Context: an optimization exercise on an open-source flow, tuned for small area, a short achievable clock period and few clock cycles. The choices shown serve that exercise and are no tape-out recipe.
At most, simulation tests tie the RTL to the original design; equivalence was not proved.
For runs 3 to 6, only the layout was checked, not whether the RTL still works.
Power and IR drop assume default switching activity.

[flow/config.mk]
export PLATFORM = sky130hd
export DESIGN_NAME = woled_ctrl
export DESIGN_NICKNAME = woled_ctrl
export VERILOG_FILES = /design/flow/design.v
export SDC_FILE = /design/flow/constraint.sdc
export NUM_CORES = 4
export LEC_CHECK = 0
export CAP_MARGIN = 20
export CORE_MARGIN = 2
export CORE_UTILIZATION = 40
export SLEW_MARGIN = 20
[flow/constraint.sdc]
create_clock -name core_clock -period 12.0 [get_ports {clk}]
set_input_delay 2.4000 -clock core_clock [delete_from_list [all_inputs] [get_ports {clk}]]
set_output_delay 2.4000 -clock core_clock [all_outputs]
set_load 0.01 [all_outputs]
[flow/design.v]
module woled_ctrl (
    input  wire        clk,
    input  wire        rst,
    input  wire        req_valid,
    output wire        req_ready,
    input  wire [95:0] req_desc,
    input  wire [15:0] req_len,        
    output reg         ev_valid,
    input  wire        ev_ready,
    output reg  [2:0]  ev_kind,
    output wire [15:0] ev_data,
    input  wire [1:0]  ev_fail,
    output wire [6:0]  pix_x,
    output wire [5:0]  pix_y,
    input  wire        pix_color,
    output wire [15:0] buf_idx,
    input  wire        buf_color,
    output wire [15:0] str_idx,
    input  wire [7:0]  str_byte,
    output wire [7:0]  glyph_ch,
    output wire [2:0]  glyph_row,
    input  wire [7:0]  glyph_bits
);
    localparam [2:0] EV_DC = 3'd0, EV_CS = 3'd1, EV_XFER = 3'd2, EV_DELAY = 3'd3,
                     EV_RSP = 3'd4, EV_HALT = 3'd5;
    localparam [3:0] C_BAD = 4'h0, C_INIT = 4'h1, C_SFC = 4'h2, C_SFB = 4'h3,
                     C_CLR = 4'h4, C_DSP = 4'h5, C_TXT = 4'h6;
    localparam [7:0] F_BUS = 8'h01, F_PIN = 8'h02, F_PINU = 8'h03, F_REQ = 8'h10,
                     F_STATE = 8'h11, F_ARG = 8'h12, F_ADAPTER = 8'h20;
    localparam [2:0] E_IDLE = 3'd0, E_CHECK = 3'd1, E_INIT = 3'd2, E_CMD = 3'd3,
                     E_DATA = 3'd4, E_DEAD = 3'd5;
    reg  [2:0]  st;
    reg  [4:0]  ph;
    reg         inited;
    reg         rdy;
    reg  [7:0]  ev_b;
    reg         e0, m;
    assign ev_data   = {8'd0, ev_b[7:1] & {7{m}}, e0};
    assign req_ready = rdy;
    reg  [3:0]  code;
    reg         c0b, c0h, c1b, c1h, rsvnz;
    reg  [15:0] rx, ry, rw, rh, rlen;
    reg  [12:0] ti;                 
    wire        is_sfb = (code == C_SFB);
    wire        is_clr = (code == C_CLR);
    wire        is_txt = (code == C_TXT);
    wire        chk    = (st == E_CHECK);
    wire [19:0] xop = is_txt ? (chk ? {1'b0, rw, 3'd0} : 20'd8) : {4'd0, rw};
    wire [19:0] xa  = {4'd0, rx} + xop;
    wire        xe_cl = (xa[19:8] != 12'd0) || (xa[7] && (xa[6:0] != 7'd0));
    wire [7:0]  xe8   = xe_cl ? 8'd127 : (xa[7:0] - 8'd1);
    wire        col_ne = (rx[15:7] == 9'd0) && (xa[19:0] != {4'd0, rx});
    wire [12:0] phw = is_txt ? 13'd1 : rh[15:3];
    wire [3:0]  ylo = {1'b0, ry[2:0]} + {1'b0, rh[2:0]};
    wire        ycin = chk && !is_txt && ylo[3];
    wire [14:0] ya2 = {1'b0, ry[15:3], 1'b1} + {1'b0, phw, ycin};
    wire [13:0] ya  = ya2[14:1];
    wire        pe_cl = (ya >= 14'd9);
    wire [7:0]  pe8   = pe_cl ? 8'd7 : (ya[7:0] - 8'd1);
    wire        pg_ne = (ry[15:6] == 10'd0) && (phw != 13'd0);
    wire        loop_ne = col_ne && pg_ne;
    wire        unal  = (ry[2:0] != 3'd0);
    wire f_c0z = !c0b && !c0h;
    wire f_c1z = !c1b && !c1h;
    wire f_xz  = (rx == 16'd0);
    wire f_yz  = (ry == 16'd0);
    wire f_wz  = (rw == 16'd0);
    wire f_hz  = (rh == 16'd0);
    wire f_xywh = f_xz & f_yz & f_wz & f_hz;
    reg         zero_ok, arg_ok;
    reg  [7:0]  chk_code;
    always @(*) begin
        zero_ok = !rsvnz && (code != C_BAD);
        arg_ok  = 1'b1;
        case (code)
            C_SFC, C_SFB: begin
                zero_ok = zero_ok & f_c0z & f_c1z;
                arg_ok  = (xa[19:16] == 4'd0) && !ya[13];
            end
            C_CLR: begin
                zero_ok = zero_ok & f_c1z & f_xywh;
                arg_ok  = !c0h;
            end
            C_TXT: begin
                zero_ok = zero_ok & f_hz;
                arg_ok  = (xa[19:16] == 4'd0) && !ya[13] && !c0h && !c1h;
            end
            default: zero_ok = zero_ok & f_c0z & f_c1z & f_xywh;
        endcase
        if (!zero_ok)
            chk_code = F_REQ;
        else if (inited == (code == C_INIT))
            chk_code = F_STATE;
        else if (!arg_ok)
            chk_code = F_ARG;
        else
            chk_code = 8'd0;
    end
    reg  [7:0] rsp_val;
    always @(*) begin
        case (code[2:0])
            3'd0:    rsp_val = 8'd128;
            3'd1:    rsp_val = 8'd64;
            3'd2:    rsp_val = 8'd8;
            3'd3:    rsp_val = 8'd1;
            default: rsp_val = 8'd0;
        endcase
    end
    reg         prun;
    reg         pstart;
    reg  [6:0]  col;
    reg  [2:0]  page;
    reg  [2:0]  off;
    reg         dir;                
    reg  [16:0] bi;                 
    reg  [16:0] ps;                 
    reg  [7:0]  sr;
    reg         cf;                 
    reg  [7:0]  ch;
    reg  [7:0]  xe8r, pe8r;         
    assign pix_x     = col;
    assign pix_y     = {page, off};
    assign buf_idx   = bi[15:0];
    assign str_idx   = {3'd0, ti};
    assign glyph_ch  = ch;
    assign glyph_row = off;
    wire [2:0]  tc   = col[2:0] - rx[2:0];
    wire        gpix = glyph_bits[tc] ? c0b : c1b;
    wire        pix  = is_txt ? gpix : (is_sfb ? buf_color : pix_color);
    wire        fnow = (is_sfb || is_txt) && (unal || (is_sfb && ({1'b0, bi} >= {2'b00, rlen})));
    wire        col_end  = is_clr || (dir ? (off == 3'd0) : (off == 3'd7));
    wire        col_last = (col == xe8r[6:0]);
    wire        pg_last  = (page == pe8r[2:0]);
    reg  [7:0]  byte_now;
    always @(*) begin
        byte_now = sr;
        byte_now[off] = pix;
        if (is_clr) byte_now = {8{c0b}};
    end
    wire        fault_now = !is_clr && ((off == 3'd7) ? fnow : cf);
    reg         bvalid;             
    wire        cap   = (st == E_DATA) && (ph[1:0] == 2'd0) && !bvalid && prun && col_end;
    wire        pstep = prun && (!col_end || cap);
    wire        pchg = col_end && col_last && !pg_last;
    wire        cchg = col_end && !col_last;
    wire        bsub = dir && !col_end;
    wire [16:0] bbase = pchg ? ps : bi;
    wire [19:0] bop = pchg ? {1'b0, rw, 3'd0} : cchg ? 20'd1 : bsub ? ~{4'd0, rw} : {4'd0, rw};
    wire [20:0] bs2 = {3'd0, bbase, 1'b1} + {bop, bsub};
    wire [19:0] bs  = bs2[20:1];
    wire [16:0] bnx = (!bsub && (bs[19:17] != 3'd0)) ? 17'h1ffff : bs[16:0];
    always @(posedge clk) begin
        if (rst) begin
            prun <= 1'b0;
            col  <= 7'd0;
            page <= 3'd0;
            off  <= 3'd0;
            bi   <= 17'd0;
            ch   <= 8'd0;
        end else if (pstart) begin
            col  <= rx[6:0];
            page <= ry[5:3];
            off  <= 3'd0;
            dir  <= 1'b0;
            bi   <= 17'd0;
            ps   <= 17'd0;
            ch   <= str_byte;
            xe8r <= xe8;
            pe8r <= pe8;
            prun <= loop_ne;
        end else if (pstep) begin
            sr[off] <= pix;
            if (off == 3'd7) cf <= fnow;
            bi <= bnx;
            if (col_end) begin
                if (col_last) begin
                    if (pg_last)
                        prun <= 1'b0;
                    else begin
                        page <= page + 3'd1;
                        col  <= rx[6:0];
                        off  <= 3'd0;
                        dir  <= 1'b0;
                        ps   <= bnx;
                    end
                end else begin
                    col <= col + 7'd1;
                    dir <= ~dir;
                end
            end else
                off <= dir ? off - 3'd1 : off + 3'd1;
        end
    end
    wire free     = !ev_valid || ev_ready;
    wire fail_now = ev_valid && ev_ready && (ev_fail != 2'b00) &&
                    !ev_kind[2] && (ev_kind[1:0] != 2'b11);
    wire [7:0] fail_code = (ev_kind == EV_XFER) ? F_BUS : (ev_fail[1] ? F_PINU : F_PIN);
    reg [2:0] init_k;
    reg [7:0] init_b;
    always @(*) begin
        init_b = 8'd0;
        case (ph)
            5'd1:  begin init_k = EV_DELAY; init_b = 8'd100; end
            5'd2, 5'd7, 5'd11, 5'd15:
                   init_k = EV_DC;
            5'd3, 5'd8, 5'd12, 5'd16:
                   begin init_k = EV_CS; init_b = 8'd1; end
            5'd4:  begin init_k = EV_XFER; init_b = 8'h20; end
            5'd5:  begin init_k = EV_XFER; init_b = 8'h00; end
            5'd9:  begin init_k = EV_XFER; init_b = 8'hA1; end
            5'd13: begin init_k = EV_XFER; init_b = 8'hC8; end
            5'd17: begin init_k = EV_XFER; init_b = 8'hAF; end
            default: init_k = EV_CS;
        endcase
    end
    reg [2:0] cmd_k;
    reg [7:0] cmd_b;
    always @(*) begin
        cmd_b = 8'd0;
        case (ph[3:0])
            4'd0, 4'd6: cmd_k = EV_DC;
            4'd1, 4'd7: begin cmd_k = EV_CS; cmd_b = 8'd1; end
            4'd2:       begin cmd_k = EV_XFER; cmd_b = 8'h21; end
            4'd3:       begin cmd_k = EV_XFER; cmd_b = rx[7:0]; end
            4'd4:       begin cmd_k = EV_XFER; cmd_b = xe8r; end
            4'd8:       begin cmd_k = EV_XFER; cmd_b = 8'h22; end
            4'd9:       begin cmd_k = EV_XFER; cmd_b = ry[10:3]; end
            4'd10:      begin cmd_k = EV_XFER; cmd_b = pe8r; end
            default:    cmd_k = EV_CS;
        endcase
    end
    reg  dlast, bfault, nxt;
    wire more_chars = is_txt && ((ti + 13'd1) != rw[12:0]);
    reg        n_valid, n_ld;       
    reg  [2:0] n_kind;
    reg  [7:0] n_b;
    reg  [2:0] n_st;
    reg  [4:0] n_ph;
    reg        n_nxt, n_pstart, n_inited;
    always @(*) begin
        n_valid  = ev_valid && !ev_ready;
        n_ld     = 1'b0;
        n_kind   = EV_HALT;
        n_b      = 8'd0;
        n_st     = st;
        n_ph     = ph;
        n_nxt    = 1'b0;
        n_pstart = 1'b0;
        n_inited = inited;
        if (fail_now) begin
            n_ld   = 1'b1;
            n_kind = EV_HALT;
            n_b    = fail_code;
            n_st   = E_DEAD;
        end else begin
            case (st)
                E_IDLE: if (rdy && req_valid) n_st = E_CHECK;
                E_CHECK: begin
                    n_ph = 5'd1;
                    if (chk_code != 8'd0) begin
                        n_ld   = 1'b1;
                        n_kind = EV_HALT;
                        n_b    = chk_code;
                        n_st   = E_DEAD;
                    end else if (code == C_INIT) begin
                        n_inited = 1'b1;
                        n_ld   = 1'b1;
                        n_kind = EV_DELAY;
                        n_b    = 8'd10;
                        n_st   = E_INIT;
                    end else if (code == C_DSP || (is_txt && f_wz)) begin
                        n_st = E_IDLE;
                    end else if (code[3]) begin
                        n_ld   = 1'b1;
                        n_kind = EV_RSP;
                        n_b    = rsp_val;
                        n_st   = E_IDLE;
                    end else begin
                        n_ld     = 1'b1;
                        n_kind   = EV_DC;
                        n_b      = 8'd0;
                        n_pstart = 1'b1;
                        n_st     = E_CMD;
                    end
                end
                E_INIT: if (free) begin
                    n_ld   = 1'b1;
                    n_kind = init_k;
                    n_b    = init_b;
                    n_ph   = ph + 5'd1;
                    if (ph == 5'd18) n_st = E_IDLE;
                end
                E_CMD: if (free) begin
                    n_ld   = 1'b1;
                    n_kind = cmd_k;
                    n_b    = cmd_b;
                    n_ph   = ph + 5'd1;
                    if (ph == 5'd11) begin
                        n_ph = 5'd0;
                        if (prun)
                            n_st = E_DATA;
                        else if (more_chars)
                            n_nxt = 1'b1;
                        else
                            n_st = E_IDLE;
                    end
                end
                E_DATA: if (free) begin
                    case (ph[1:0])
                        2'd0: if (bvalid || cap) begin
                            n_ld = 1'b1;
                            if (bvalid ? bfault : fault_now) begin
                                n_kind = EV_HALT;
                                n_b    = F_ADAPTER;
                                n_st   = E_DEAD;
                            end else begin
                                n_kind = EV_DC;
                                n_b    = 8'd1;
                                n_ph   = 5'd1;
                            end
                        end
                        2'd1: begin
                            n_ld   = 1'b1;
                            n_kind = EV_CS;
                            n_b    = 8'd1;
                            n_ph   = 5'd2;
                        end
                        2'd2: begin
                            n_ld   = 1'b1;
                            n_kind = EV_XFER;
                            n_b    = ev_b;
                            n_ph   = 5'd3;
                        end
                        default: begin
                            n_ld   = 1'b1;
                            n_kind = EV_CS;
                            n_b    = 8'd0;
                            n_ph   = 5'd0;
                            if (dlast) begin
                                if (more_chars) begin
                                    n_st  = E_CMD;
                                    n_nxt = 1'b1;
                                end else
                                    n_st = E_IDLE;
                            end
                        end
                    endcase
                end
                default: ;   
            endcase
        end
        if (n_ld) n_valid = 1'b1;
    end
    wire n_pin = !n_kind[2] && (n_kind[1:0] != 2'b11);
    always @(posedge clk) begin
        if (rst) begin
            st       <= E_IDLE;
            ph       <= 5'd0;
            inited   <= 1'b0;
            rdy      <= 1'b0;
            ev_valid <= 1'b0;
            ev_kind  <= EV_DC;
            ev_b     <= 8'd0;
            e0       <= 1'b0;
            m        <= 1'b0;
            bvalid   <= 1'b0;
            nxt      <= 1'b0;
            pstart   <= 1'b0;
            ti       <= 13'd0;
        end else begin
            st       <= n_st;
            ph       <= n_ph;
            inited   <= n_inited;
            ev_valid <= n_valid;
            rdy      <= (n_st == E_IDLE) && !n_valid;
            nxt      <= n_nxt;
            pstart   <= n_pstart | nxt;
            if (n_ld) begin
                ev_kind <= n_kind;
                m       <= !(n_pin && n_kind != EV_XFER);
                e0      <= n_b[0];
                if (!(n_pin && n_kind != EV_XFER)) ev_b <= n_b;
            end
            if (cap) begin
                if (!(n_ld && n_kind == EV_HALT)) ev_b <= byte_now;
                bfault <= fault_now;
                dlast  <= col_last && pg_last;
            end
            bvalid <= (bvalid || cap) && !(n_ld && st == E_DATA);
            if (chk) ti <= 13'd0;
            if (nxt) ti <= ti + 13'd1;
        end
    end
    always @(posedge clk) begin
        if (rdy) begin
            code  <= (req_desc[7:5] == 3'd0 && req_desc[3] == 1'b0 &&
                      (req_desc[4] ? (req_desc[2:0] <= 3'd4)
                                   : (req_desc[2:0] != 3'd0 && req_desc[2:0] != 3'd7)))
                     ? {req_desc[4], req_desc[2:0]} : C_BAD;
            c0b   <= req_desc[8];
            c0h   <= |req_desc[15:9];
            c1b   <= req_desc[16];
            c1h   <= |req_desc[23:17];
            rsvnz <= |req_desc[31:24];
            rx    <= req_desc[47:32];
            ry    <= req_desc[63:48];
            rw    <= req_desc[79:64];
            rh    <= req_desc[95:80];
            rlen  <= req_len;
        end else begin
            if (chk && is_clr) begin
                rw <= 16'd128;
                rh <= 16'd64;
            end
            if (nxt) rx <= rx + 16'd8;
        end
    end
endmodule
[flow/flow/run.sh]
#!/bin/bash
set -euo pipefail
MARGIN=${MARGIN:-8}
bash standard.sh SETUP_SLACK_MARGIN=$MARGIN finish > flow_standard.log 2>&1
[flow/standard.sh]
#!/bin/bash
# synth_recipe.tcl (not shown) runs the flow's synth.tcl, then flattens the netlist and writes it again
# the make line also repeats each setting of config.mk as NAME=value (left out here)
make -C /OpenROAD-flow-scripts/flow DESIGN_CONFIG=/design/flow/config.mk WORK_HOME=/design/flow/orfs CLKGATE_MAP_FILE= SYNTH_SCRIPT=/design/flow/synth_recipe.tcl "${@:-finish}"
==> summary.md, run 1 <==
| Metric | Value |
|---|---|
| CP startpoint kind | flip-flop |
| Tmin final | between 4 and 5 ns |
| Post-synth EDFFs | 134 |
| Commonest non-fill, non-tap cell in the layout | clkdlybuf4s50_1 |
| Most common flop cell mapped by yosys | edfxtp_1 |
| Worst-Margin Slew | 0.9744 ns |
| Die width | 200.6 um |
| Total Power | 3.422 mW |
| Vias in the first global route | around 14,000 |
| Commonest cells after routing, fill and taps aside | clkdlybuf4s50_1, nand2_1, edfxtp_1, nor2_1, buf_4 |
| Total GRT Usage | 0.2531 |
| Slew headroom | 0.3497 |
| Grt total ovfl | 0 |
| Setup TNS Final | 0 ns |
| Hold Path Class | reg2reg |
| Final setup fails | 0 |
| Critical path arrival | 4.63 ns |
| Vias per inst | 5.693 |
| Hold Vio Cnt, Final | 0 |
| Fmax | 0.2370 GHz |
| GPL Wtd Cong | 0.9469 |
| # diodes | 0 |
| Placed cell areas | approximately 0.018 mm2 |
| CTS root buffer | clkbuf_16 |
| DRT Pass-1 Iters | 5 |
| Final wirelength | between 50 and 60 mm |
| CTS tree | built |
| Area contributors post-synth | edfxtp_1, dfxtp_1, ha_1 |
| First-pass GRT wire length | 80.76 mm |
| H-tree levels | 1 |
| Critical Path RT | 12.41 ns |
| TritonCTS buffer count | 28 |
| Wirelength per Cell | 21.03 um |
| Synthesis warning total | 1 |
| Routed Antenna Nets | 0 |
| Buffers added on ports | 201 |
| Core area | between 0.03 and 0.04 mm2 |
| Iter 0 DRT Violations | 1,171 |
| Outcome | no timing/DRC/antenna violations |
| Final Max Tran Viols | 0 |
| Crit end category | flip-flop |
| Synth Cell Area | 0.01547 mm2 |
| Maximum buffer depth of the clock tree | 3 |
| Largest net degree at the start of global routing | 83 |
| Via Count | 14,533 |
| Clock transition at path regs | around 0.060 ns |
| MaxCap Viol Count | 0 |
| Worst clock skew | 0.02484 ns |
| Hold Slack | around 0.49 ns |
| Yosys top cell area share | 0.2602 |
| DRC violations left | 0 |
| Post-synth top area cell | edfxtp_1 |
| Post-DP HPWL | 37.16 mm |
| Sink Count | around 220 |
| Lkg Pwr | approximately 8 nW |
| Power per cell area | 160.9 mW/mm2 |
| Syn Inst Count | roughly 1,700 |
| Share of cells above drive strength 1 | 0.2388 |
| Crit Path Max Fanout | 8 |
| Fraction of registers with async set/reset | 0 |
| Worst skew pair latency | 0.56 ns |
| Avg Inst Size Synth | 8.919 um2 |
| Die span in y | ~200 um |
| #FFs+latches synth | 222 |
| Crit Path Class | reg2reg |
| RSZ-0062 raised after global routing | yes |
| Area of the die | 0.04025 mm2 |
| Post-route cell area | 0.02127 mm2 |
| Distinct cell type count after synthesis | 108 |
| R2R setup slack | 7.78 ns |
| Post-synthesis sequential area ratio | 0.3741 |
| Peak VDD IR | approximately 0.11 mV |
| Num ports | 213 |
| Placement row count | 72 |
| Initial antenna violation count | 1 |
| Layout Nets | 2,235 |
| Area grow syn2layout | 37.50% |
| Initial Util | 0.4030 |
| Tcrit/Tclk final | 0.3515 |
state kept, by name (all words and copies together), names as in the netlist, 3 cells and up:
register  flops
code          4
ry           16
xe8r          8
init_b        7
st            3
ti           13
ch            8
sr            8
bi           17
ph            5
off           3
ps           17
rx           16
rw           16
rlen         16
page          3
rh           16
col           7
ev_kind       3
pe8r          8
ev_b          8
per-stage QoR:
stage	utilization	std cells	setup slack, ns
final	0.5542	2553	7.781
after detailed placement	0.4632	2360	6.680
after floorplan	-	1744	7.736
after global routing	0.5542	2553	7.586
after CTS	0.5286	2507	7.870
after global placement	0.4632	2360	6.737
power breakdown:
| part | total, mW | leakage, nW | internal [mW] | switching, mW |
|---|---|---|---|---|
| logic | 1.43 | 5.49 | 0.662 | 0.769 |
| clock network | 0.940 | 0.521 | 0.592 | 0.347 |
| registers | 1.05 | 1.94 | 0.920 | 0.131 |
cell type report:
| class | count | area [um2] |
|---|---|---|
| Clock buffer | 37 | 827.0 |
| Clock inverter | 15 | 215.2 |
| Fill cell | 3352 | 17110 |
| Inverter | 59 | 221.5 |
| Multi-Input combinational cell | 1349 | 10040 |
| Sequential cell | 222 | 5853 |
| Tap cell | 518 | 648.1 |
| Timing Repair Buffer | 353 | 3458 |
layer usage:
layer,vias up,global-route usage,part of all wire
li1,6817,-,-
met1,7050,0.3371,0.43
met2,572,0.4215,0.48
met3,94,0.04545,0.070
met4,0,0.07275,0.026
met5,-,0,0
final timing paths:
kind | startpoint | end | cells after the start
max | off[1]$_SDFFE_PP0P_ | ps[4]$_SDFFCE_PP0P_ | 25
min | ch[3]$_SDFFE_PP0P_ | ch[3]$_SDFFE_PP0P_ | 2
max reg2reg | off[1]$_SDFFE_PP0P_ | ps[4]$_SDFFCE_PP0P_ | 25
min reg2reg | ch[3]$_SDFFE_PP0P_ | ch[3]$_SDFFE_PP0P_ | 2
worst max-delay path: stages, from the launching register on:
cell and delay, ns:
dfxtp_4 0.37, inv_2 0.05, ha_1 0.18, ha_2 0.19, nand2_2 0.08, o21ai_2 0.07
nor2_2 0.26, buf_4 0.18, nor2_4 0.04, buf_12 0.13, nand2_1 0.09, o21ai_2 0.08
buf_4 0.14, ha_1 0.26, nand2_1 0.06, o31ai_2 0.40, a221oi_2 0.12, o21a_1 0.23
nor2_2 0.13, o211a_1 0.23, nor3_2 0.06, a21oi_2 0.18, o31ai_4 0.12, buf_6 0.15
clkbuf_16 0.15, a21oi_2 0.11
cells in the mapped netlist, drive strengths merged, types with 7 or more instances:
master	count
a211o	9
a211oi	19
a21o	24
a21oi	117
a22o	14
a22oi	12
a31oi	29
and2	68
and3	19
buf	54
clkbuf	62
dfxtp	88
edfxtp	134
ha	81
inv	59
mux2	8
mux2i	17
nand2	175
nand2b	27
nand3	38
nand3b	8
nand4	18
nor2	146
nor2b	26
nor3	39
nor3b	12
nor4	31
o211ai	10
o21a	16
o21ai	112
o21ba	9
or2	8
or3	7
xnor2	79
xor2	50
kinds of logic after synthesis:
group / synth area share
other: 0.0002425
XOR/XNOR: 0.07305
AND/OR/NAND/NOR: 0.2133
multiplexers: 0.01974
flip-flops: 0.3741
AO/OA/AOI/OAI: 0.1943
adder cells (fa/ha/maj): 0.07265
buffers and inverters: 0.05266
repair_timing:
item / 4_1_cts / 5_1_grt
cloned: 8 / 3
setup endpoints to repair: 122 / 85
buffers inserted: 87 / 43
hold buffers: 0 / 0
resized for setup: 194 / 133
pin swaps: 55 / 69
Testbench counts, summed over its fixed seeds: cycles 340,122.
==> run 2: changes to the inputs <==
==> flow/run.sh (new file) <==
#!/bin/bash
# synth_recipe.tcl (not shown) runs the flow's synth.tcl, then flattens the netlist and writes it again
# the make line also repeats each setting of config.mk as NAME=value (left out here)
make -C /OpenROAD-flow-scripts/flow DESIGN_CONFIG=/design/flow/config.mk WORK_HOME=/design/flow/orfs CLKGATE_MAP_FILE= SYNTH_SCRIPT=/design/flow/synth_recipe.tcl finish
removed: flow/flow/run.sh
removed: flow/standard.sh
==> summary.md, run 2 <==
| Metric | Value |
|---|---|
| Outcome | no timing/DRC/antenna violations |
| Grt total ovfl | 0 |
| Worst clock skew | 0.01538 ns |
| Buffers added on ports | 201 |
| #FFs+latches synth | 222 |
| Sink Count | 222 |
| Total GRT Usage | 0.2346 |
| Critical path arrival | 5.81 ns |
| Post-DP HPWL | 36.54 mm |
| Crit end category | flip-flop |
| R2R depth | 16 |
| Hold Vio Cnt, Final | 0 |
| Hold Slack | 0.4907 ns |
| H-tree levels | 1 |
| First-pass GRT wire length | 74.95 mm |
| Stages on worst setup path | 16 |
| Clock Power Share | 0.283 |
| Critical Path RT | 12.27 ns |
| CP bufs+invs | 1 |
| CP startpoint kind | flip-flop |
| Post-CTS Resized | 0 |
| Commonest non-fill, non-tap cell in the layout | clkdlybuf4s50_1 |
| DRT Pass-1 Iters | 5 |
| Vias in the first global route | between 10,000 and 15,000 |
| Adder-Cell Fraction of Synth Area | 0.07265 |
| DP Cell Count | 2,363 |
| Post-Synth XOR/XNOR Area | 0.07305 |
| Crit Path Class | reg2reg |
| Area of the die | about 0.040 mm2 |
| Share of cells above drive strength 1 | 0.06653 |
| Hold buffers post-CTS | 0 |
| Tcrit/Tclk final | 0.4614 |
| DRC violations left | 0 |
| Iter 0 DRT Violations | 949 |
| Die width | between 200 and 250 um |
| Gate power share | 0.361 |
| Most common cell in the netlist | nand2_1 |
| Worst-Margin Slew | 1.013 ns |
| R2R setup slack | 6.46 ns |
| Commonest cells after routing, fill and taps aside | clkdlybuf4s50_1, nand2_1, nor2_1, edfxtp_1, a21oi_1 |
| Core area | 0.03838 mm2 |
| R2r startpoint | code[2]$_SDFFCE_PN0P_ |
| Lkg Pwr | just under 7 nW |
| Synthesis warning total | 1 |
| Hold Path Class | reg2reg |
| Initial antenna violation count | 0 |
| Largest net degree at the start of global routing | 82 |
| TritonCTS buffer count | 27 |
| Critical-path top delay cell | nor2_1 |
| Largest family of logic cells by synthesized area | simple AND/OR/NAND/NOR gates |
| Layout Nets | between 2,000 and 2,500 |
| Avg Inst Size Synth | 8.919 um2 |
| Setup Buffers After CTS | 0 |
| Placement row count | 72 |
| Num ports | 213 |
| Most common flop cell mapped by yosys | edfxtp_1 |
| Slew headroom | 0.3238 |
| Switching part of the total power | 0.3716 |
| Tmin final | around 5.5 ns |
| Mux cell area share after synthesis | 0.01974 |
| Final setup fails | 0 |
| Maximum buffer depth of the clock tree | 3 |
| RSZ-0062 raised after global routing | no |
| Distinct cell type count after synthesis | between 100 and 150 |
| Power per cell area | 159.3 mW/mm2 |
| MaxCap Viol Count | 0 |
| Final Max Tran Viols | 0 |
| Final Util | 0.4849 |
| # diodes | 0 |
| Via Count | 13,499 |
| CTS root buffer | clkbuf_16 |
| Setup TNS Final | 0 ns |
| Crit Path Max Fanout | 30 |
| Reg2reg end | ps[1]$_SDFFCE_PP0P_ |
| Area grow syn2layout | 20.31% |
| Crit path launch | code[2]$_SDFFCE_PN0P_ |
| Post-synth top area cell | edfxtp_1 |
| CP Capture Point | ps[1]$_SDFFCE_PP0P_ |
| Sw power | 1.102 mW |
| Fmax | 0.1806 GHz |
| Clock transition at path regs | 0.06 ns |
| Peak VDD IR | between 0.1 and 0.15 mV |
| Vias per inst | between 5 and 6 |
| CP dominant cell by count | nor2_1 |
| Max stage delay on crit path | 0.80 ns |
| Initial Util | 0.4030 |
| Fraction of registers with async set/reset | 0 |
| HP Start | ch[7]$_SDFFE_PP0P_ |
| Worst skew pair latency | 0.55 ns |
| Post-Synth Simple-Gate Area | 0.2133 |
| CTS tree | built |
| Wirelength per Cell | ~20 um |
| Pint | 1.863 mW |
| Non-Filler Instances | between 2,000 and 2,500 |
| Yosys top cell area share | 0.2602 |
| Die span in y | 200.6 um |
| Final wirelength | 48.15 mm |
| Post-synthesis sequential area ratio | 0.3741 |
| Syn Inst Count | 1,734 |
| Synth Area in Compound Gates | 0.1943 |
| Routed Antenna Nets | 0 |
| Synth Cell Area | 0.01547 mm2 |
| CP delay by family, top | simple AND/OR/NAND/NOR gates |
| Largest registers | bi (17), ps (17) |
| GPL Wtd Cong | 0.8905 |
| Most frequent cells after synthesis | nand2_1, nor2_1, edfxtp_1, a21oi_1, o21ai_0 |
| Reg power frac | 0.356 |
| Crit-path cells | nor4b_4 > nor2_1 > nor2_1 > o21ai_0 > ha_1 > a21o_1 > a21o_1 > a221oi_2 > o21a_1 > nor2_1 > o211a_1 > nor3_1 > a21oi_1 > o31ai_4 > buf_4 > a21oi_1 |
| Area contributors post-synth | edfxtp_1, dfxtp_1, ha_1 |
| Post-synth EDFFs | roughly 130 |
-- run 2: cell counts after synthesis --
Identical to the previous run, type by type.
-- run 2: worst min path at each step --
stage | to | slack, ns | cells past startpoint
2_1_floorplan | ev_b[7]$_SDFF_PP0_ | 0.46 | 2
3_3_place_gp | ch[2]$_SDFFE_PP0P_ | 0.47 | 2
3_5_place_dp | ch[3]$_SDFFE_PP0P_ | 0.48 | 2
4_1_cts | ch[7]$_SDFFE_PP0P_ | 0.50 | 2
5_1_grt | ch[7]$_SDFFE_PP0P_ | 0.53 | 2
6_report | ch[7]$_SDFFE_PP0P_ | 0.49 | 2
-- run 2: metrics by stage --
stage                     total power [mW]  instance area, um2  worst slack (ns)
after global routing                 3.134               18610             6.101
after detailed placement             2.127               17710             6.556
final                                2.965               18610             6.463
after CTS                            2.975               18610             6.541
after global placement               2.117               17710             6.668
after floorplan                      1.821               15500             7.056
-- run 2: cell families (layout without fill, tap and decap cells) --
kind of cell | after synthesis | count (layout)
AOI/OAI and AO/OA | 448 | 448
xor gates and xnor gates | 129 | 129
adders and majority gates | 87 | 87
buffers and inverters | 175 | 325
DFF | 222 | 222
muxes | 27 | 27
other | 1 | 11
and+or+nand+nor | 645 | 645
-- run 2: tightest hold or removal path, stage by stage (launching register included) --
cell and delay, ns:
dfxtp_1 0.32, mux2i_1 0.06, nor2_1 0.07
-- run 2: routing by layer --
| metal | vias to the layer above | share of wire | GRT usage |
|---|---|---|---|
| li1 | 6543 | - | - |
| met3 | 85 | 0.067 | 0.03929 |
| met4 | 2 | 0.030 | 0.07011 |
| met1 | 6399 | 0.45 | 0.3178 |
| met2 | 470 | 0.46 | 0.3834 |
| met5 | - | 0.0017 | 0.01429 |
-- run 2: area by class of cell --
type                       count  area, um2
tap                          518      648.1
clock buffer                  30      686.9
fill                        3746      19770
timing repair buffer         217       2127
sequential                   222       5789
multi-input combinational   1347       8924
clock inverter                19      211.5
inverter                      59      221.5
-- run 2: power by group through the flow --
stage,registers [mW],logic (mW),clock network [mW]
finish,1.06,1.07,0.838
detailed placement,1.07,1.05,0
floorplan,0.989,0.831,0
global route,1.07,1.18,0.882
global placement,1.07,1.05,0
CTS,1.06,1.06,0.856
==> run 3: changes to the inputs <==
--- a/flow/design.v
+++ b/flow/design.v
@@ -114,9 +114,13 @@
     reg         dir;                
     reg  [16:0] bi;                 
-    reg  [16:0] ps;                 
+    reg  [16:0] pn;                 
     reg  [7:0]  sr;
     reg         cf;                 
     reg  [7:0]  ch;
-    reg  [7:0]  xe8r, pe8r;         
+    reg  [7:0]  xe8r;               
+    reg         pe_neg;             
+    reg  [2:0]  pe3;                
+    reg         col_end;            
+    reg         col_last, pg_last;  
     assign pix_x     = col;
     assign pix_y     = {page, off};
@@ -129,7 +133,4 @@
     wire        pix  = is_txt ? gpix : (is_sfb ? buf_color : pix_color);
     wire        fnow = (is_sfb || is_txt) && (unal || (is_sfb && ({1'b0, bi} >= {2'b00, rlen})));
-    wire        col_end  = is_clr || (dir ? (off == 3'd0) : (off == 3'd7));
-    wire        col_last = (col == xe8r[6:0]);
-    wire        pg_last  = (page == pe8r[2:0]);
     reg  [7:0]  byte_now;
     always @(*) begin
@@ -142,12 +143,13 @@
     wire        cap   = (st == E_DATA) && (ph[1:0] == 2'd0) && !bvalid && prun && col_end;
     wire        pstep = prun && (!col_end || cap);
-    wire        pchg = col_end && col_last && !pg_last;
-    wire        cchg = col_end && !col_last;
+    wire        pchg = col_last && !pg_last;
     wire        bsub = dir && !col_end;
-    wire [16:0] bbase = pchg ? ps : bi;
-    wire [19:0] bop = pchg ? {1'b0, rw, 3'd0} : cchg ? 20'd1 : bsub ? ~{4'd0, rw} : {4'd0, rw};
-    wire [20:0] bs2 = {3'd0, bbase, 1'b1} + {bop, bsub};
-    wire [19:0] bs  = bs2[20:1];
-    wire [16:0] bnx = (!bsub && (bs[19:17] != 3'd0)) ? 17'h1ffff : bs[16:0];
+    wire [17:0] bop  = col_end ? 18'd1 : bsub ? ~{2'd0, rw} : {2'd0, rw};
+    wire [18:0] bs2  = {1'b0, bi, 1'b1} + {bop, bsub};
+    wire [17:0] bs   = bs2[18:1];
+    wire [16:0] bnx  = (!bsub && bs[17]) ? 17'h1ffff : bs[16:0];
+    wire [19:0] pn2  = {3'd0, pn} + {1'b0, rw, 3'd0};
+    wire [16:0] pnx  = (pn2[19:17] != 3'd0) ? 17'h1ffff : pn2[16:0];
+    wire [16:0] pn0  = (rw[15:13] != 3'd0) ? 17'h1ffff : {1'b0, rw[12:0], 3'd0};
     always @(posedge clk) begin
         if (rst) begin
@@ -159,18 +161,19 @@
             ch   <= 8'd0;
         end else if (pstart) begin
-            col  <= rx[6:0];
-            page <= ry[5:3];
-            off  <= 3'd0;
-            dir  <= 1'b0;
-            bi   <= 17'd0;
-            ps   <= 17'd0;
-            ch   <= str_byte;
-            xe8r <= xe8;
-            pe8r <= pe8;
-            prun <= loop_ne;
+            col     <= rx[6:0];
+            page    <= ry[5:3];
+            off     <= 3'd0;
+            dir     <= 1'b0;
+            col_end <= is_clr;
+            bi      <= 17'd0;
+            pn      <= pn0;
+            ch      <= str_byte;
+            xe8r    <= xe8;
+            pe_neg  <= (ya == 14'd0);
+            pe3     <= pe8[2:0];
+            prun    <= loop_ne;
         end else if (pstep) begin
             sr[off] <= pix;
             if (off == 3'd7) cf <= fnow;
-            bi <= bnx;
             if (col_end) begin
                 if (col_last) begin
@@ -178,17 +181,26 @@
                         prun <= 1'b0;
                     else begin
-                        page <= page + 3'd1;
-                        col  <= rx[6:0];
-                        off  <= 3'd0;
-                        dir  <= 1'b0;
-                        ps   <= bnx;
+                        page    <= page + 3'd1;
+                        col     <= rx[6:0];
+                        off     <= 3'd0;
+                        dir     <= 1'b0;
+                        col_end <= is_clr;
+                        bi      <= pn;
+                        pn      <= pnx;
                     end
                 end else begin
-                    col <= col + 7'd1;
-                    dir <= ~dir;
+                    col     <= col + 7'd1;
+                    dir     <= ~dir;
+                    col_end <= is_clr;
+                    bi      <= bnx;
                 end
-            end else
-                off <= dir ? off - 3'd1 : off + 3'd1;
+            end else begin
+                off     <= dir ? off - 3'd1 : off + 3'd1;
+                col_end <= dir ? (off == 3'd1) : (off == 3'd6);
+                bi      <= bnx;
+            end
         end
+        col_last <= (col == xe8r[6:0]);
+        pg_last  <= (page == pe3);
     end
     wire free     = !ev_valid || ev_ready;
@@ -226,10 +238,10 @@
             4'd8:       begin cmd_k = EV_XFER; cmd_b = 8'h22; end
             4'd9:       begin cmd_k = EV_XFER; cmd_b = ry[10:3]; end
-            4'd10:      begin cmd_k = EV_XFER; cmd_b = pe8r; end
+            4'd10:      begin cmd_k = EV_XFER; cmd_b = {{5{pe_neg}}, pe3}; end
             default:    cmd_k = EV_CS;
         endcase
     end
     reg  dlast, bfault, nxt;
-    wire more_chars = is_txt && ((ti + 13'd1) != rw[12:0]);
+    reg  more_chars;                
     reg        n_valid, n_ld;       
     reg  [2:0] n_kind;
@@ -388,4 +400,5 @@
             end
             bvalid <= (bvalid || cap) && !(n_ld && st == E_DATA);
+            more_chars <= is_txt && ((ti + 13'd1) != rw[12:0]);
             if (chk) ti <= 13'd0;
             if (nxt) ti <= ti + 13'd1;
==> flow/flow/run.sh (new file) <==
#!/bin/bash
set -euo pipefail
MARGIN=${MARGIN:-9}
bash standard.sh SETUP_SLACK_MARGIN=$MARGIN finish > flow_standard.log 2>&1
==> flow/standard.sh (new file) <==
#!/bin/bash
# synth_recipe.tcl (not shown) runs the flow's synth.tcl, then flattens the netlist and writes it again
# the make line also repeats each setting of config.mk as NAME=value (left out here)
make -C /OpenROAD-flow-scripts/flow DESIGN_CONFIG=/design/flow/config.mk WORK_HOME=/design/flow/orfs CLKGATE_MAP_FILE= SYNTH_SCRIPT=/design/flow/synth_recipe.tcl "${@:-finish}"
removed: flow/run.sh
==> summary.md, run 3 <==
| Metric | Value |
|---|---|
| First-pass GRT wire length | 86.39 mm |
| Distinct cell type count after synthesis | roughly 110 |
| Fmax | 0.2509 GHz |
| Share of cells above drive strength 1 | 0.3097 |
| Final setup fails | 0 |
| Hold buffers post-CTS | 0 |
| Tmin final | between 3 and 4 ns |
| RSZ-0062 raised after global routing | yes |
| Worst clock skew | between 0.015 and 0.02 ns |
| Commonest non-fill, non-tap cell in the layout | nor2_1 |
| Via Count | 15,201 |
| R2r startpoint | code[3]$_SDFFCE_PN0P_ |
| CTS tree | built |
| Die span in y | slightly above 200 um |
| Hold depth | 2 |
| Placed cell areas | 0.01863 mm2 |
| Iter 0 DRT Violations | 1,254 |
| Fraction of registers with async set/reset | 0 |
| Placement row count | 72 |
| Outcome | no timing/DRC/antenna violations |
| Max reg flops | 17 |
| Most common flop cell mapped by yosys | edfxtp_1 |
| GPL Wtd Cong | 0.9205 |
| Post-synth top area cell | edfxtp_1 |
| R2R setup slack | about 8 ns |
| Largest net degree at the start of global routing | 85 |
| CP Capture Point | ev_b[6]$_SDFF_PP0_ |
| Worst skew pair latency | 0.56 ns |
| Lkg Pwr | around 8.6 nW |
| Synthesis warning total | 1 |
| CTS root buffer | clkbuf_16 |
| Wirelength per Cell | 21.77 um |
| Total GRT Usage | 0.2695 |
| # diodes | 0 |
| CP startpoint kind | flip-flop |
| Post-DP HPWL | 39.27 mm |
| Crit Path Max Fanout | 11 |
| Final Max Tran Viols | 0 |
| Grt total ovfl | 0 |
| Critical Path RT | roughly 12 ns |
| Most frequent cells after synthesis | nor2_1, nand2_1, edfxtp_1, a21oi_1, ha_1 |
| Total Power | 3.693 mW |
| Sink Count | 220 |
| Initial antenna violation count | 3 |
| Clock transition at path regs | ~0.060 ns |
| Area contributors post-synth | edfxtp_1, dfxtp_1, ha_1 |
| DRC violations left | 0 |
| Post-route cell area | 0.02250 mm2 |
| Tcrit/Tclk final | 0.3322 |
| MaxCap Viol Count | 0 |
| Commonest cells after routing, fill and taps aside | nor2_1, buf_4, nand2_1, edfxtp_1, clkdlybuf4s50_1 |
| Syn Inst Count | 1,768 |
| Post-synthesis sequential area ratio | 0.3609 |
| Peak VDD IR | around 0.10 mV |
| Final wirelength | 57.33 mm |
| Final Util | 0.5796 |
| Die width | between 200 and 250 um |
| Crit path launch | code[3]$_SDFFCE_PN0P_ |
| #FFs+latches synth | 220 |
| Setup TNS Final | 0 ns |
| Initial Util | 0.4072 |
| Hold Path Class | reg2reg |
| Layout Nets | approximately 2,300 |
| Yosys top cell area share | 0.2469 |
| Crit end category | flip-flop |
| H-tree levels | 1 |
| Vias in the first global route | 14,864 |
| Reg2reg end | ev_b[6]$_SDFF_PP0_ |
| Avg Inst Size Synth | 8.942 um2 |
| Hold Slack | around 0.47 ns |
| Most flops, register | bi |
| Area of the die | 0.04113 mm2 |
| DRT Pass-1 Iters | 5 |
| Num ports | 213 |
| Area grow syn2layout | 42.34% |
| Critical path arrival | 4.46 ns |
| R2R depth | 15 |
| Slew headroom | 0.1709 |
| Crit Path Class | reg2reg |
| Synth Cell Area | 0.01581 mm2 |
| Most common cell in the netlist | nor2_1 |
| Post-synth EDFFs | 130 |
| Maximum buffer depth of the clock tree | 3 |
| Buffers added on ports | 201 |
| Power per cell area | 164.1 mW/mm2 |
| Vias per inst | 5.773 |
| Worst-Margin Slew | 1.241 ns |
| Hold Vio Cnt, Final | 0 |
| Core area | a little under 0.04 mm2 |
| Routed Antenna Nets | 0 |
| TritonCTS buffer count | 28 |
## run 3: changes by cell type after synthesis, sizes merged, moves of 8 or more
cell and change:
a22oi -8, nand3 +9, nor2b -10, o221ai +17
and3 +8, nor2 +22, nand2 -24, o31ai +8
o21ai -21, or3 +8, ha +21, o21ba -8
## run 3: cell type report
class,count,area (um2)
clock buffers,33,772.0
clock inverters,19,173.9
fillers,3361,16320
inverters,67,260.3
multi-input cells,1382,10890
flip-flops and latches,220,5904
well taps,518,648.1
repair buffers,394,3857
## run 3: per-layer routing
metal / track usage / up-vias / part of all wire
li1: - / 7104 / -
met1: 0.3763 / 7353 / 0.44
met2: 0.4380 / 628 / 0.46
met3: 0.03371 / 116 / 0.072
met4: 0.07690 / 0 / 0.030
met5: 0 / - / 0
## run 3: stage by stage
stage | std cells | setup slack (ns)
6_report | 2633 | 8.014
3_5_place_dp | 2399 | 6.821
2_1_floorplan | 1778 | 7.696
4_1_cts | 2593 | 7.948
5_1_grt | 2633 | 7.869
3_3_place_gp | 2399 | 6.895
## run 3: where the power goes
group	switching (mW)	total (mW)	leakage (nW)	internal, mW
clock network	0.358	0.864	0.459	0.506
registers	0.145	1.06	1.95	0.917
logic	0.962	1.77	6.15	0.806
total	1.46	3.69	8.56	2.23
## run 3: logic make-up after synthesis
group | after synthesis | share of synthesized area
and+or+nand+nor | 648 | 0.2071
AOI/OAI and AO/OA | 450 | 0.1978
DFF | 220 | 0.3609
buffers and inverters | 180 | 0.05247
xor gates and xnor gates | 132 | 0.07312
adders and majority gates | 108 | 0.08769
muxes | 29 | 0.02065
other | 1 | 0.0002372
## run 3: repair_timing
action,in CTS,in global routing
pin swaps,96,51
buffers inserted,138,37
gates cloned,4,3
gates resized for setup,670,106
setup endpoints to repair,214,174
## run 3: worst min-delay path by stage
stage                          from               to  slack (ns)
finish              e0$_SDFFE_PP0N_  e0$_SDFFE_PP0N_        0.47
global route        e0$_SDFFE_PP0N_  e0$_SDFFE_PP0N_        0.50
CTS                 e0$_SDFFE_PP0N_  e0$_SDFFE_PP0N_        0.47
detailed placement  e0$_SDFFE_PP0N_  e0$_SDFFE_PP0N_        0.45
global placement    e0$_SDFFE_PP0N_  e0$_SDFFE_PP0N_        0.45
floorplan           e0$_SDFFE_PP0N_  e0$_SDFFE_PP0N_        0.43
## run 3: critical path, cell delays in order (launching register included)
cell	delay (ns)
edfxtp_1	0.40
nand4bb_4	0.27
buf_12	0.18
and2_4	0.16
ha_4	0.16
fa_2	0.38
a211oi_4	0.26
o211ai_2	0.14
a2111oi_2	0.31
nor2_1	0.10
mux2_4	0.33
a21o_4	0.24
a31o_4	0.24
a31o_4	0.25
o221a_1	0.27
a311oi_2	0.18
==> run 4: changes to the inputs <==
==> flow/flow/run.sh (replaced) <==
#!/bin/bash
set -euo pipefail
MARGIN=${MARGIN:-8}
bash standard.sh SETUP_SLACK_MARGIN=$MARGIN finish > flow_standard.log 2>&1
==> summary.md, run 4 <==
| Metric | Value |
|---|---|
| Outcome | no timing/DRC/antenna violations |
| Fraction of registers with async set/reset | 0 |
| Setup TNS Final | 0 ns |
| Layout Nets | about 2,300 |
| Core area | 0.03883 mm2 |
| Power per cell area | approximately 170 mW/mm2 |
| Initial antenna violation count | 0 |
| Clock transition at path regs | 0.07 ns |
| Post-route cell area | 0.02071 mm2 |
| Max reg flops | 17 |
| Peak VDD IR | 0.1150 mV |
| Sink Count | 220 |
| CP delay by family, top | compound AO/OA/AOI/OAI gates |
| Final Max Tran Viols | 0 |
| Hold buffers post-CTS | 0 |
| Post-synth EDFFs | 130 |
| Total GRT Usage | 0.2498 |
| Die span in y | around 200 um |
| Die width | roughly 200 um |
| Reg area | 0.005774 mm2 |
| Crit Path Class | reg2reg |
| Commonest non-fill, non-tap cell in the layout | clkdlybuf4s50_1 |
| Placed cell areas | about 0.018 mm2 |
| Avg Inst Size Synth | 8.942 um2 |
| Grt total ovfl | 0 |
| Largest net degree at the start of global routing | 68 |
| Synthesis warning total | 1 |
| Vias in the first global route | 14,279 |
| CP startpoint kind | flip-flop |
| R2R depth | 17 |
| Tcrit/Tclk final | 0.3444 |
| DRC violations left | 0 |
| Fmax | approximately 0.24 GHz |
| Placement row count | 72 |
| # diodes | 0 |
| GPL Wtd Cong | 0.9225 |
| Vias per inst | 5.781 |
| Hold Vio Cnt, Final | 0 |
| Non-Filler Instances | 2,548 |
| Commonest cells after routing, fill and taps aside | clkdlybuf4s50_1, nor2_1, nand2_1, edfxtp_1, a21oi_1 |
| Final wirelength | 53.26 mm |
| Max stage delay on crit path | 0.47 ns |
| R2R setup slack | 7.87 ns |
| Most common cell in the netlist | nor2_1 |
| Wirelength per Cell | 20.90 um |
| HP Start | e0$_SDFFE_PP0N_ |
| Area grow syn2layout | 30.99% |
| Critical path arrival | 4.54 ns |
| CTS tree | built |
| Critical-path top delay cell | o311ai_4 |
| Most frequent cells after synthesis | nor2_1, nand2_1, edfxtp_1, a21oi_1, ha_1 |
| Layout fillers | between 3,000 and 4,000 |
| Worst-Margin Slew | 1.317 ns |
| Share of cells above drive strength 1 | 0.1778 |
| Crit Path Max Fanout | 5 |
| Critical Path RT | 12.41 ns |
| H-tree levels | 1 |
| Area contributors post-synth | edfxtp_1, dfxtp_1, ha_1 |
| Syn Inst Count | 1,768 |
| Total Power | 3.482 mW |
| Hold Path Class | reg2reg |
| Most common flop cell mapped by yosys | edfxtp_1 |
| Post-synth top area cell | edfxtp_1 |
| Num ports | 213 |
| Post-synthesis sequential area ratio | 0.3609 |
| CTS root buffer | clkbuf_16 |
| Lkg Pwr | 7.849 nW |
| Most flops, register | bi |
| Crit end category | flip-flop |
| Worst skew pair latency | 0.57 ns |
| Buffers added on ports | 201 |
| TritonCTS buffer count | 26 |
| Routed Antenna Nets | 0 |
| Post-DP HPWL | 37.25 mm |
| Initial Util | 0.4072 |
| CP bufs+invs | 3 |
| Reg2reg end | ev_b[4]$_SDFF_PP0_ |
| #FFs+latches synth | 220 |
| Via Count | 14,731 |
| Worst-case hold path end point | e0$_SDFFE_PP0N_ |
| Multi-input logic area | 0.01010 mm2 |
| Distinct cell type count after synthesis | ~110 |
| R2r startpoint | code[3]$_SDFFCE_PN0P_ |
| DRT Pass-1 Iters | 5 |
| DP Cell Count | ~2,400 |
| Final setup fails | 0 |
| Area of the die | 0.04113 mm2 |
| Yosys top cell area share | 0.2469 |
| Synth Cell Area | between 0.015 and 0.02 mm2 |
| Slew headroom | 0.1198 |
| RSZ-0062 raised after global routing | yes |
| Tmin final | 4.132 ns |
| Crit-path cells | buf_6 > nor4bb_4 > buf_4 > nand2_2 > o22a_1 > ha_4 > o21a_1 > a21oi_2 > a221oi_2 > a221o_1 > a21oi_4 > o311ai_4 > nand4_1 > a21oi_4 > buf_6 > o221a_1 > a211oi_2 |
| Iter 0 DRT Violations | 1,086 |
| MaxCap Viol Count | 0 |
| Maximum buffer depth of the clock tree | 3 |
| First-pass GRT wire length | 80.77 mm |
| Worst clock skew | between 0.02 and 0.025 ns |
| Hold depth | 2 |
-- run 4: layer usage --
metal,part of all wire,GRT usage,vias to the layer above
met4,0.030,0.08290,0
met1,0.44,0.3428,7117
met2,0.47,0.4097,574
met3,0.066,0.02873,109
li1,-,-,6931
met5,0,0,-
-- run 4: worst max path at each step --
stage / start / end / slack (ns) / depth (start not counted)
after global routing: code[3]$_SDFFCE_PN0P_ / ev_b[4]$_SDFF_PP0_ / 7.69 / 17
after floorplan: ev_ready / init_k[0]$_DFF_P_ / 7.70 / 9
after CTS: code[3]$_SDFFCE_PN0P_ / ev_b[6]$_SDFF_PP0_ / 7.91 / 16
after global placement: glyph_bits[6] / ev_b[2]$_SDFF_PP0_ / 6.69 / 10
final: code[3]$_SDFFCE_PN0P_ / ev_b[4]$_SDFF_PP0_ / 7.87 / 17
after detailed placement: glyph_bits[6] / ev_b[2]$_SDFF_PP0_ / 6.70 / 10
-- run 4: worst reg2reg max path: cells and delay by family, from the launching register on --
| kind | cells | cell delay, ns |
|---|---|---|
| compound gates | 10 | 2.24 |
| flops | 1 | 0.44 |
| fa+ha+maj | 1 | 0.30 |
| simple gates | 3 | 0.56 |
| buf+inv | 3 | 0.47 |
-- run 4: cells by family after synthesis --
group,count (synthesis),synth area share
DFF,220,0.3609
buffers and inverters,180,0.05247
other,1,0.0002372
adders and majority gates,108,0.08769
xor gates and xnor gates,132,0.07312
AOI/OAI and AO/OA,450,0.1978
and+or+nand+nor,648,0.2071
muxes,29,0.02065
-- run 4: layout make-up --
| type | count | area share |
|---|---|---|
| inverters | 67 | 0.01214 |
| clock inverters | 11 | 0.004471 |
| well taps | 518 | 0.03130 |
| repair buffers | 315 | 0.1470 |
| clock buffers | 37 | 0.03842 |
| multi-input cells | 1380 | 0.4879 |
| flip-flops and latches | 220 | 0.2788 |
-- run 4: stage by stage --
stage	hold slack, ns	utilization	setup WS (ns)
global route	0.4785	0.5334	7.691
floorplan	0.4322	-	7.695
finish	0.4614	0.5334	7.868
CTS	0.4642	0.5132	7.910
detailed placement	0.4551	0.4659	6.700
global placement	0.4410	0.4658	6.692
-- run 4: what timing repair did --
action / in CTS / in global routing
setup endpoints to repair: 131 / 90
hold endpoints to repair: 0 / 0
resized for setup: 144 / 106
buffers inserted: 72 / 27
pin swaps: 45 / 83
gates cloned: 3 / 2
-- run 4: power by group --
group	total (mW)	internal (mW)	switching (mW)	leakage, nW
logic	1.59	0.719	0.875	5.49
clock network	0.819	0.484	0.335	0.443
registers	1.07	0.924	0.144	1.92
==> run 5: changes to the inputs <==
==> flow/flow/run.sh (replaced) <==
#!/bin/bash
set -euo pipefail
MARGIN=${MARGIN:-8}
PORTBUF=${PORTBUF:-sky130_fd_sc_hd__buf_1}
bash standard.sh SETUP_SLACK_MARGIN=$MARGIN "BUFFER_PORTS_ARGS=-buffer_cell $PORTBUF" finish > flow_standard.log 2>&1
==> summary.md, run 5 <==
| Metric | Value |
|---|---|
| Final setup fails | 0 |
| CTS tree | built |
| Initial antenna violation count | 1 |
| Gate power share | 0.431 |
| Commonest cells after routing, fill and taps aside | buf_1, nor2_1, nand2_1, edfxtp_1, a21oi_1 |
| Die span in y | 202.8 um |
| Worst clock skew | approximately 0.018 ns |
| Lkg Pwr | 6.951 nW |
| Post-synthesis sequential area ratio | 0.3609 |
| Avg Inst Size Synth | 8.942 um2 |
| Layout Nets | 2,222 |
| Buffers added on ports | 201 |
| Place WS | 7.029 ns |
| Peak VDD IR | 0.1032 mV |
| GPL Wtd Cong | 0.9122 |
| Tmin final | 4.166 ns |
| First-pass GRT wire length | between 70 and 80 mm |
| CP startpoint kind | flip-flop |
| Post-DP HPWL | around 36 mm |
| Largest family of logic cells by synthesized area | simple AND/OR/NAND/NOR gates |
| PnR worst setup slack | 7.834 ns |
| Max reg flops | 17 |
| Syn Inst Count | 1,768 |
| Iter 0 DRT Violations | 1,158 |
| Final Max Tran Viols | 0 |
| Clock transition at path regs | 0.06 ns |
| Post-Synth Simple-Gate Area | 0.2071 |
| Num ports | between 200 and 250 |
| Mux cell area share after synthesis | 0.02066 |
| Post-synth EDFFs | 130 |
| Worst skew pair latency | 0.57 ns |
| Share of cells above drive strength 1 | 0.1345 |
| Most common flop cell mapped by yosys | edfxtp_1 |
| Crit Path Max Fanout | 7 |
| R2R setup slack | roughly 7.8 ns |
| Vias in the first global route | 13,685 |
| Maximum buffer depth of the clock tree | 3 |
| Slew headroom | 0.2498 |
| Synth Area in Compound Gates | 0.1978 |
| Post-Synth XOR/XNOR Area | 0.07312 |
| Pint | 2.010 mW |
| Reg2reg end | ev_b[6]$_SDFF_PP0_ |
| Hold Slack | 0.4589 ns |
| RSZ-0062 raised after global routing | yes |
| DRT Pass-1 Iters | 5 |
| Sw power | 1.306 mW |
| Switching part of the total power | 0.3937 |
| Sink Count | 220 |
| Hold Path Class | reg2reg |
| CP Capture Point | ev_b[6]$_SDFF_PP0_ |
| Area contributors post-synth | edfxtp_1, dfxtp_1, ha_1 |
| Wirelength per Cell | 20.04 um |
| Distinct cell type count after synthesis | 108 |
| Core area | 0.03883 mm2 |
| MaxCap Viol Count | 0 |
| Tcrit/Tclk final | 0.3472 |
| Hold buffers post-CTS | 0 |
| Most flops, register | bi |
| R2R depth | 15 |
| Outcome | no timing/DRC/antenna violations |
| H-tree levels | 1 |
| Fmax | 0.2400 GHz |
| Clock Power Share | 0.242 |
| Placement row count | 72 |
| Synthesis warning total | 1 |
| Crit path launch | code[3]$_SDFFCE_PN0P_ |
| Hold Vio Cnt, Final | 0 |
| Total Power | 3.316 mW |
| Initial Util | 0.4072 |
| Crit end category | flip-flop |
| Largest net degree at the start of global routing | 61 |
| Area of the die | 0.04113 mm2 |
| Power per cell area | approximately 170 mW/mm2 |
| Synth Cell Area | 0.01581 mm2 |
| Vias per inst | 5.753 |
| #FFs+latches synth | 220 |
| Fraction of registers with async set/reset | 0 |
| # diodes | 0 |
| Commonest non-fill, non-tap cell in the layout | buf_1 |
| CTS root buffer | clkbuf_16 |
| Critical Path RT | 12.47 ns |
| Grt total ovfl | 0 |
| Worst-Margin Slew | 1.123 ns |
| Area grow syn2layout | 20.35% |
| Crit Path Class | reg2reg |
| Post-synth top area cell | edfxtp_1 |
| Reg power frac | 0.328 |
| Final Util | 0.4901 |
| DRC violations left | 0 |
| Critical path arrival | 4.64 ns |
| Setup TNS Final | 0 ns |
| Most frequent cells after synthesis | nor2_1, nand2_1, edfxtp_1, a21oi_1, ha_1 |
| R2r startpoint | code[3]$_SDFFCE_PN0P_ |
| Total GRT Usage | 0.2365 |
| Yosys top cell area share | 0.2469 |
| Via Count | 14,486 |
| Routed Antenna Nets | 0 |
| Final wirelength | 50.46 mm |
| TritonCTS buffer count | 27 |
| Die width | 202.8 um |
| Most common cell in the netlist | nor2_1 |
| Layout fillers | 3,677 |
| Adder-Cell Fraction of Synth Area | 0.08769 |
==> run 5: repair_timing <==
action / in CTS / in global routing
endpoints found under the hold margin: 0 / 0
setup endpoints to repair: 68 / 82
resized for setup: 39 / 95
pin swaps: 27 / 37
gates cloned: 1 / 2
buffers inserted: 47 / 23
==> run 5: metrics by stage <==
step / cell area, um2 / cells
after floorplan: 15950 / 1778
after global placement: 16830 / 2395
after detailed placement: 16830 / 2395
after CTS: 18270 / 2493
after global routing: 19030 / 2518
final: 19030 / 2518
==> run 5: power by group through the flow <==
stage / combinational [mW] / sequential [mW] / clock [mW]
2_1_floorplan: 0.967 / 1.00 / 0
3_3_place_gp: 1.16 / 1.10 / 0
3_5_place_dp: 1.17 / 1.10 / 0
4_1_cts: 1.29 / 1.08 / 0.820
5_1_grt: 1.56 / 1.10 / 0.845
6_report: 1.43 / 1.09 / 0.802
==> run 5: worst max-delay path: stages, from the launching register on <==
cell and delay [ns]:
edfxtp_1 0.44, nand4bb_4 0.28, buf_12 0.17, and2_4 0.16, ha_4 0.16, fa_2 0.37
a211oi_4 0.30, o211ai_2 0.16, a2111oi_4 0.43, nor2_2 0.08, mux2_4 0.32, a21o_4 0.25
a31o_4 0.25, a31o_4 0.26, o221a_1 0.26, a311oi_2 0.17
==> run 5: cell families (layout without fill, tap and decap cells) <==
| kind of cell | after synthesis | in the layout |
|---|---|---|
| other | 1 | 11 |
| muxes | 29 | 29 |
| adders and majority gates | 108 | 108 |
| xor gates and xnor gates | 132 | 132 |
| and+or+nand+nor | 648 | 648 |
| AOI/OAI and AO/OA | 450 | 450 |
| DFF | 220 | 220 |
| buffers and inverters | 180 | 402 |
==> run 5: how the worst min path moves through the flow <==
stage	from	to	slack (ns)	cells past startpoint
after CTS	e0$_SDFFE_PP0N_	e0$_SDFFE_PP0N_	0.46	2
after detailed placement	e0$_SDFFE_PP0N_	e0$_SDFFE_PP0N_	0.45	2
after floorplan	e0$_SDFFE_PP0N_	e0$_SDFFE_PP0N_	0.43	2
final	e0$_SDFFE_PP0N_	e0$_SDFFE_PP0N_	0.46	2
after global routing	e0$_SDFFE_PP0N_	e0$_SDFFE_PP0N_	0.47	2
after global placement	e0$_SDFFE_PP0N_	e0$_SDFFE_PP0N_	0.44	2
==> run 5: per-layer routing <==
| layer | share of wire | global-route usage | vias up |
|---|---|---|---|
| met2 | 0.45 | 0.3768 | 588 |
| li1 | - | - | 6893 |
| met1 | 0.43 | 0.3182 | 6882 |
| met5 | 0 | 0 | - |
| met3 | 0.079 | 0.04093 | 123 |
| met4 | 0.043 | 0.09645 | 0 |
==> run 5: area by class of cell <==
| cell class | count | area [um2] | share of cell area |
|---|---|---|---|
| multi-input cells | 1378 | 9980 | 0.5245 |
| flip-flops and latches | 220 | 5718 | 0.3005 |
| repair buffers | 285 | 1564 | 0.08219 |
| clock buffers | 39 | 803.3 | 0.04221 |
| well taps | 518 | 648.1 | 0.03406 |
| inverters | 67 | 251.5 | 0.01322 |
| clock inverters | 11 | 63.81 | 0.003354 |
==> run 6: changes to the inputs <==
==> flow/flow/run.sh (replaced) <==
#!/bin/bash
set -euo pipefail
MARGIN=${MARGIN:-8}
PORTBUF=${PORTBUF:-sky130_fd_sc_hd__buf_2}
bash standard.sh SETUP_SLACK_MARGIN=$MARGIN "BUFFER_PORTS_ARGS=-buffer_cell $PORTBUF" finish > flow_standard.log 2>&1
==> summary.md, run 6 <==
| Metric | Value |
|---|---|
| Outcome | no timing/DRC/antenna violations |
| Crit-path cells | xnor2_1 > nand2b_1 > fa_2 > a21o_1 > a21oi_2 > nor2b_1 > o21a_1 > o311a_1 > nor3_4 > o31ai_4 > a21o_1 > a21oi_2 > o21ai_2 > ha_2 > nand2b_4 > or3_4 > o2111ai_2 > a21oi_1 |
| Commonest non-fill, non-tap cell in the layout | buf_2 |
| Fmax | 0.2416 GHz |
| H-tree levels | 1 |
| Max stage delay on crit path | 0.51 ns |
| HP Start | e0$_SDFFE_PP0N_ |
| Non-Filler Instances | approximately 2,500 |
| DRC violations left | 0 |
| Die span in y | 202.8 um |
| Layout fillers | approximately 3,700 |
| Multi-input logic area | 0.01001 mm2 |
| First-pass GRT wire length | 77.91 mm |
| Hold Vio Cnt, Final | 0 |
| # diodes | 0 |
| Share of cells above drive strength 1 | 0.2357 |
| Lkg Pwr | 7.585 nW |
| Avg Inst Size Synth | 8.942 um2 |
| Critical-path top delay cell | edfxtp_1 |
| Crit Path Class | reg2reg |
| Most common flop cell mapped by yosys | edfxtp_1 |
| Hold Slack | 0.4538 ns |
| Worst-case hold path end point | e0$_SDFFE_PP0N_ |
| Hold Path Class | reg2reg |
| Yosys top cell area share | 0.2469 |
| Peak VDD IR | 0.1027 mV |
| Total GRT Usage | 0.2396 |
| R2r startpoint | dir$_SDFFCE_PN0P_ |
| Power per cell area | 172.9 mW/mm2 |
| Setup TNS Final | 0 ns |
| Syn Inst Count | 1,768 |
| Post-synth top area cell | edfxtp_1 |
| Area grow syn2layout | 21.55% |
| Core area | around 0.039 mm2 |
| R2R depth | 18 |
| Post-synthesis sequential area ratio | 0.3609 |
| Layout Nets | about 2,200 |
| Met3 Wirelength | 3.254 mm |
| Initial Util | 0.4072 |
| Most common cell in the netlist | nor2_1 |
| DRT Pass-1 Iters | 6 |
| Final setup fails | 0 |
| MaxCap Viol Count | 0 |
| RSZ-0062 raised after global routing | yes |
| Top Layer Used | met4 |
| Post-synth EDFFs | 130 |
| #FFs+latches synth | 220 |
| Buffers added on ports | around 200 |
| Max reg flops | 17 |
| Via Count | 14,526 |
| Area of the die | 0.04113 mm2 |
| CTS root buffer | clkbuf_16 |
| Most frequent cells after synthesis | nor2_1, nand2_1, edfxtp_1, a21oi_1, ha_1 |
| Die width | 202.8 um |
| Slew headroom | 0.1892 |
| Final wirelength | about 50 mm |
| Place WS | 6.985 ns |
| CTS tree | built |
| Critical Path RT | around 12 ns |
| Post-DP HPWL | 36.82 mm |
| Met2 wire length | around 23 mm |
| Clock transition at path regs | 0.06 ns |
| Wirelength per Cell | 20.36 um |
| Critical path arrival | around 4.6 ns |
| R2R setup slack | ~8 ns |
| Grt total ovfl | 0 |
| TritonCTS buffer count | 26 |
| CP startpoint kind | flip-flop |
| Reg2reg end | bi[13]$_SDFFE_PP0P_ |
| Reg area | 0.005718 mm2 |
| Maximum buffer depth of the clock tree | 3 |
| Worst skew pair latency | 0.57 ns |
| Routed Antenna Nets | 0 |
| Area contributors post-synth | edfxtp_1, dfxtp_1, ha_1 |
| Synthesis warning total | 1 |
| Crit Path Max Fanout | 7 |
| DRT met1 WL | 23.02 mm |
| Distinct cell type count after synthesis | 108 |
| Placement row count | about 70 |
| Most flops, register | bi |
| Hold depth | 2 |
| Tcrit/Tclk final | 0.3449 |
| Synth Cell Area | 0.01581 mm2 |
| Final Max Tran Viols | 0 |
| Fraction of registers with async set/reset | 0 |
| Largest net degree at the start of global routing | between 70 and 80 |
| Worst-Margin Slew | 1.216 ns |
| PnR worst setup slack | approximately 7.9 ns |
| Vias in the first global route | 13,762 |
| Worst clock skew | 0.03438 ns |
| GPL Wtd Cong | between 0.9 and 1 |
| Tmin final | 4.139 ns |
| Num ports | ~210 |
| Crit end category | flip-flop |
| DP Cell Count | 2,395 |
| Iter 0 DRT Violations | about 1,100 |
| Commonest cells after routing, fill and taps aside | buf_2, nor2_1, nand2_1, edfxtp_1, a21oi_1 |
| Sink Count | 220 |
| Vias per inst | 5.783 |
| Initial antenna violation count | 0 |
[run 6: cell count changes in the layout (fill, tap and decap cells not counted), sizes merged]
| cell | previous run | this run |
|---|---|---|
| clkbuf | 42 | 37 |
| buf | 281 | 278 |
| bufinv | 0 | 2 |
| clkinv | 9 | 11 |
| inv | 68 | 66 |
| clkinvlp | 1 | 0 |
| nor2 | 168 | 169 |
[run 6: what timing repair did]
action	in CTS	in global routing
pin swaps	33	73
buffers inserted	42	24
resized for setup	39	103
hold buffers	0	0
gates cloned	2	1
endpoints found under the setup margin	80	78
[run 6: kinds of logic after synthesis]
logic type	share of synthesized area
buf+inv	0.05247
compound gates	0.1978
fa+ha+maj	0.08769
simple gates	0.2071
xor+xnor	0.07312
mux	0.02065
other cells	0.0002372
flops	0.3609
[run 6: critical path, delay by kind of cell, from the launching register on]
kind	cells	cell delay, ns
adders and majority gates	2	0.57
xor gates and xnor gates	1	0.22
AOI/OAI and AO/OA	10	1.64
DFF	1	0.51
and+or+nand+nor	5	1.08
[run 6: metal layers]
layer / up-vias / global-route usage
li1: 6874 / -
met1: 7031 / 0.3305
met2: 525 / 0.3930
met3: 96 / 0.02761
met4: 0 / 0.07534
met5: - / 0
[run 6: how the worst max path moves through the flow]
stage / from / endpoint / slack [ns] / depth (start not counted)
after floorplan: ev_ready / init_k[0]$_DFF_P_ / 7.70 / 9
after global placement: glyph_bits[6] / ev_b[6]$_SDFF_PP0_ / 7.02 / 10
after detailed placement: glyph_bits[6] / ev_b[6]$_SDFF_PP0_ / 6.99 / 10
after CTS: glyph_bits[2] / ev_b[7]$_SDFF_PP0_ / 7.89 / 10
after global routing: code[3]$_SDFFCE_PN0P_ / ev_b[6]$_SDFF_PP0_ / 7.66 / 18
final: dir$_SDFFCE_PN0P_ / bi[13]$_SDFFE_PP0P_ / 7.86 / 18
[run 6: power breakdown]
group / internal, mW / switching (mW)
Combinational: 0.637 / 0.807
Clock: 0.454 / 0.331
Sequential: 0.924 / 0.168
Total: 2.02 / 1.31
[run 6: through the flow]
step,total power [mW],utilization,area [um2]
after floorplan,1.971,-,15950
final,3.322,0.4949,19220
after CTS,3.171,0.4758,18470
after global placement,2.282,0.4398,17080
after detailed placement,2.290,0.4398,17080
after global routing,3.511,0.4949,19220
[run 6: cell type report]
class | instances | share of cell area
Multi-Input combinational cell | 1379 | 0.5209
Sequential cell | 220 | 0.2975
Timing Repair Buffer | 280 | 0.09180
Clock buffer | 36 | 0.03685
Tap cell | 518 | 0.03373
Inverter | 67 | 0.01309
Clock inverter | 12 | 0.006120

==> port drivers added, routing unchanged <==
Ports are ideal in the flow. The routed layouts listed here were re-timed in OpenROAD. Step 1: set_driving_cell puts a clkbuf_16 on clk and a buf_2 on each other input, an assumption about the parent block. Step 2, shift: input delay + t, output delay - t, t = (earliest + latest rising clock arrival at the registers) / 2. This alone moves slack from input paths to output paths. Slacks: ideal / step 1 / step 2; pairs: ideal / step 1.
run	t (ns)	slack for setup (ns)	clock arrival spread, ns	slew at the worst register clock pin (ns)
run 1	0.603	7.781 / 7.781 / 7.337	0.025 / 0.025	0.06 / 0.06
run 2	0.600	6.463 / 6.463 / 6.463	0.015 / 0.016	0.06 / 0.06
run 3	0.612	8.014 / 8.014 / 7.440	0.015 / 0.016	0.06 / 0.06
run 4	0.611	7.868 / 7.868 / 7.308	0.025 / 0.024	0.07 / 0.07
run 5	0.611	7.834 / 7.834 / 7.354	0.021 / 0.021	0.06 / 0.06
run 6	0.607	7.861 / 7.861 / 7.315	0.035 / 0.035	0.07 / 0.07
After both steps setup and hold are still met in every run listed. The setup slack of run 3, which loses most, moves by 0.000 ns with the drivers and by -0.574 ns with both steps.
